This design comes from an exercise in tuning for small area, a short achievable clock period and few clock cycles per item on the open sky130 flow, not from production work. Function was checked by simulation only, so behaviour that the tests miss may differ from the original. Power figures rest on the tool's default switching activity, not on a simulated workload.

## the reference run
==> flow/design.v (excerpt) <==
module speckr_core (
    input  wire        clk,
    input  wire        rst,         
    input  wire        start,
    input  wire [2:0]  cmd,
    output wire        ready,
    output reg         done,
    input  wire [95:0] key,         
    input  wire [63:0] din,         
    input  wire [63:0] pidx,
    input  wire [63:0] psize,
    input  wire [63:0] boff,
    output reg  [63:0] dout,        
    output wire [63:0] ctr,
    output wire [4:0]  rk_offset
);
For scale: ~6000 cells after synthesis, about 490 I/O pins, roughly 54000 um^2 of cells after synthesis.
Settings: LEC_CHECK=0, CAP_MARGIN=20, CORE_MARGIN=2, CORE_UTILIZATION=42, SLEW_MARGIN=20, TNS_END_PERCENT=0; clock period 11.0 ns.
standard.sh (not shown) runs the stock make flow with config.mk's settings and CLKGATE_MAP_FILE= SYNTH_SCRIPT=/design/flow/synth_recipe.tcl, a recipe that flattens the netlist after the stock synthesis.
==> flow/flow/run.sh <==
#!/bin/bash
set -euo pipefail
export SETUP_SLACK_MARGIN=5.4
export BUFFER_PORTS_ARGS="-buffer_cell sky130_fd_sc_hd__buf_2"
bash standard.sh > standard.log 2>&1
The reference run | status: complete | timing, DRC, antenna: pass
Testbench counts of the reference run, summed over its fixed seeds: cycles 21,791, items 2,400.
The following lists how the trial run was set up differently from the reference run:
- swapping 42 for 48 in CORE_UTILIZATION
==> flow/flow/run.sh <==
#!/bin/bash
set -euo pipefail
export SETUP_SLACK_MARGIN=5.2
export BUFFER_PORTS_ARGS="-buffer_cell sky130_fd_sc_hd__buf_2"
bash standard.sh > standard.log 2>&1
[summary]
The met2 usage in global routing number comes out lower for the reference run vs the trial run.
Taking the reference run as the reference, in the trial run arrival time reported for the critical path endpoint moved up, met1 capacity usage during global routing +8.9 points, combinational share of power shows a reduction of 0.2 points.
Looking at overall power consumption, the trial run sits 1.3% below the reference run.
Against the reference run, the trial run reports a global-route usage that is higher.
Going from the reference run to the trial run, the total length of routed wires was found to have gone down by about 2.3%.
Diff the reference run..the trial run | total standard cell area after synthesis | unchanged
Relative to the reference run, post-route cell area has gone down in the trial run.


speckr_core, a different RTL version from the one above (not shown whole).
For scale: roughly 5800 cells after synthesis, ~580 flip-flops, about 53000 um^2 of cells after synthesis.
==> flow/design.v (excerpt) <==
module speckr_core (
    input  wire        clk,
    input  wire        rst,         
    input  wire        start,
    input  wire [2:0]  cmd,
    output wire        ready,
    output reg         done,
    input  wire [95:0] key,         
    input  wire [63:0] din,         
    input  wire [63:0] pidx,
    input  wire [63:0] psize,
    input  wire [63:0] boff,
    output reg  [63:0] dout,        
    output wire [63:0] ctr,
    output wire [4:0]  rk_offset
);
clock: 11.0 ns
lec_check: 0
cap_margin: 20
core_margin: 2
core_utilization: 40
setup_slack_margin: 5
slew_margin: 20
tns_end_percent: 0
run.sh (not shown) runs the stock make flow with config.mk's settings and CLKGATE_MAP_FILE= SYNTH_SCRIPT=/design/flow/synth_recipe.tcl, a recipe that flattens the netlist after the stock synthesis.
Stock flow here: none of the scripts above is used.
Testbench counts at the start, summed over its fixed seeds: cycles 21,791, items 2,400.
Change:
==> flow/flow/run.sh (new file) <==
#!/bin/bash
set -euo pipefail
export SETUP_SLACK_MARGIN=5.2
export BUFFER_PORTS_ARGS="-buffer_cell sky130_fd_sc_hd__buf_2"
bash standard.sh > standard.log 2>&1
==> flow/standard.sh (new file) <==
#!/bin/bash
# synth_recipe.tcl (not shown) runs the flow's synth.tcl, then flattens the netlist and writes it again
# the make line also repeats each setting of config.mk as NAME=value (left out here)
make -C /OpenROAD-flow-scripts/flow DESIGN_CONFIG=/design/flow/config.mk WORK_HOME=/design/flow/orfs CLKGATE_MAP_FILE= SYNTH_SCRIPT=/design/flow/synth_recipe.tcl "${@:-finish}"
CORE_UTILIZATION = 48   (was 40)
SETUP_SLACK_MARGIN = unset   (was 5)
removed: flow/run.sh
Worst setup slack improves by 0.10 ns.
Global-route usage climbs by 7.0 points.
Die area drops by 16%.
Routed wire length drops by 1.5%.
Change:
--- a/flow/flow/run.sh
+++ b/flow/flow/run.sh
@@ -3 +3 @@
-export SETUP_SLACK_MARGIN=5.2
+export SETUP_SLACK_MARGIN=5.4
CORE_UTILIZATION = 40   (was 48)
- cell count is higher by 3.7%
- count of clock-buffer cells in the layout went up by 6
- clock power stays flat
- via count came out lower by 1.0%
- die area is higher by 20%
- core utilization went down by 9.0 points
- non-clock buffer count rose by 13


## run A
Another version of the RTL of speckr_core (not shown whole).
Size in the first run: ~5900 cells after synthesis, ~590 flip-flops, about 490 I/O pins, about 53000 um2 of cells after synthesis.
clock: 11.0 ns
lec_check: 0
cap_margin: 20
core_margin: 2
core_utilization: 48
slew_margin: 20
tns_end_percent: 0
standard.sh (not shown) runs the stock make flow with config.mk's settings and CLKGATE_MAP_FILE= SYNTH_SCRIPT=/design/flow/synth_recipe.tcl, a recipe that flattens the netlist after the stock synthesis.
==> flow/flow/run.sh <==
#!/bin/bash
set -euo pipefail
export SETUP_SLACK_MARGIN=5.2
export BUFFER_PORTS_ARGS="-buffer_cell sky130_fd_sc_hd__buf_2"
bash standard.sh > standard.log 2>&1
Testbench counts of run A, summed over its fixed seeds: cycles 21,791, items 2,400.
Inputs modified between run A and run B:
- CORE_UTILIZATION changed from 48 to 42
--- a/flow/flow/run.sh
+++ b/flow/flow/run.sh
@@ -3 +3 @@
-export SETUP_SLACK_MARGIN=5.2
+export SETUP_SLACK_MARGIN=5.4
Findings:
- Timing, DRC, antenna: 0 failures across run B and run A
- Run B vs. run A: global-route usage over all layers went down by 6.0 points; sequential cell area was more or less identical; number of nets in the final layout was more or less identical; die area went up by about 14%; number of vias after detailed routing went down by 1.4%.
- Looking at critical path start-end classification, the primary input to register result is from run A; the register to register one comes from run B.
- Run B vs run A: horizontal extent of the die up by a few percent
- For run A, the capture point of the worst path was s_q[39], unlike run B, where it was p_q[31].
- Compared to run A, run B has register-to-register slack 0.03 ns lower.
#### Input delta (run C over run B)
- a change of CORE_UTILIZATION from 42 to 45
--- a/flow/flow/run.sh
+++ b/flow/flow/run.sh
@@ -3 +3 @@
-export SETUP_SLACK_MARGIN=5.4
+export SETUP_SLACK_MARGIN=5.3
[summary]
Between run C and run B, highest clock rate is higher for run B, run C comes in under that. Compared with run B, in run C global-route met1 utilization increased by 4.7 points relative to the old numbers; layout net count neither gained nor lost much. Re synthesized cell count: no difference whatsoever between run C and run B.


== cedar ==
speckr_core, a different RTL version from the one above (not shown whole).
For scale: ~6,400 cells after synthesis, roughly 590 flip-flops, about 490 I/O pins, roughly 56,000 sq um of cells after synthesis.
export LEC_CHECK = 0
export CAP_MARGIN = 20
export CORE_MARGIN = 2
export CORE_UTILIZATION = 55
export SETUP_SLACK_MARGIN = 5
export SLEW_MARGIN = 20
create_clock -name core_clock -period 11.0 [get_ports {clk}]
==> flow/flow/run.sh <==
#!/bin/bash
# The standard layout (standard.sh: standard synthesis, then ORFS from
# floorplan to finish), with one change to how it is made: the buffers that
# buffer_ports puts on every input and output port are sky130 buf_2 cells
# instead of the resizer's default choice. Each ORFS step writes its full
# log under orfs/logs/; make's own output goes to standard.log here.
set -euo pipefail
export BUFFER_PORTS_ARGS="-buffer_cell sky130_fd_sc_hd__buf_2"
bash standard.sh > standard.log 2>&1
Testbench counts of cedar, summed over its fixed seeds: cycles 21,791, items 2,400.
The following lists how quartz was set up differently from cedar:
==> flow/run.sh (new file) <==
#!/bin/bash
# synth_recipe.tcl (not shown) runs the flow's synth.tcl, then flattens the netlist and writes it again
# the make line also repeats each setting of config.mk as NAME=value (left out here)
make -C /OpenROAD-flow-scripts/flow DESIGN_CONFIG=/design/flow/config.mk WORK_HOME=/design/flow/orfs CLKGATE_MAP_FILE= SYNTH_SCRIPT=/design/flow/synth_recipe.tcl finish
removed: flow/flow/run.sh
removed: flow/standard.sh
==> comparison <==
From cedar to quartz the numbers moved as follows: delay of the slowest cell on the worst path went up 0.04 ns; routed wire length went up about 1.3%. Compared with cedar, in quartz utilization climbed 2.6 points, number of antenna repair diodes dropped 9, internal power of the cells climbed 0.096 mW, sequential share of layout area dropped 0.88 points. Summary: with cedar as the reference, global-route wire length before repair in quartz moved up slightly. Fmax: quartz lower than cedar. In the reports for quartz and cedar, the larger portion of the layout cell area used by non-clock buffers belongs to quartz. Summary: with cedar as the reference, routed metal-1 wire length in quartz moved down slightly.

[separate check: timing with driven ports]
No port has a modelled driver above. Below, the same layouts with a new extraction and two added sets of constraints. Step 1: set_driving_cell puts a clkbuf_16 on clk and a buf_2 on each other input, an assumption about the parent block. Step 2 times the ports against the registers' clock, not the clock port: input delays grow and output delays shrink by t, the midpoint of the rising clock arrivals with the driver on. Three values: ideal, step 1, step 2; two values: the first two.
| run | t, ns | slack for setup (ns) | hold WS [ns] | worst register clock-pin slew, ns |
|---|---|---|---|---|
| the reference run | 0.800 | 5.168 / 5.168 / 4.476 | 0.477 / 0.477 / 0.477 | 0.07 / 0.07 |
| the trial run | 0.763 | 4.920 / 4.920 / 4.354 | 0.471 / 0.471 / 0.471 | 0.07 / 0.07 |
| the first run of note 2 | 0.784 | 4.788 / 4.788 / 4.081 | 0.473 / 0.473 / 0.473 | 0.07 / 0.07 |
| the second run of note 2 | 0.743 | 4.887 / 4.887 / 4.293 | 0.470 / 0.470 / 0.470 | 0.07 / 0.07 |
| the third run of note 2 | 0.776 | 4.855 / 4.908 / 4.132 | 0.476 / 0.476 / 0.476 | 0.07 / 0.07 |
| run A | 0.737 | 5.069 / 5.072 / 4.398 | 0.487 / 0.487 / 0.487 | 0.07 / 0.07 |
| run B | 0.772 | 5.041 / 5.041 / 4.380 | 0.482 / 0.482 / 0.482 | 0.07 / 0.07 |
| run C | 0.768 | 5.012 / 5.012 / 4.372 | 0.479 / 0.479 / 0.479 | 0.07 / 0.07 |
| cedar | 0.738 | 4.909 / 4.947 / 4.210 | 0.475 / 0.475 / 0.475 | 0.07 / 0.07 |
| quartz | 0.770 | 4.841 / 4.892 / 4.122 | 0.479 / 0.479 / 0.479 | 0.07 / 0.07 |
After both steps every run listed still meets setup and hold. For the third run of note 2, which loses most, drivers alone change the setup slack by +0.053 ns; drivers and shift together by -0.723 ns.
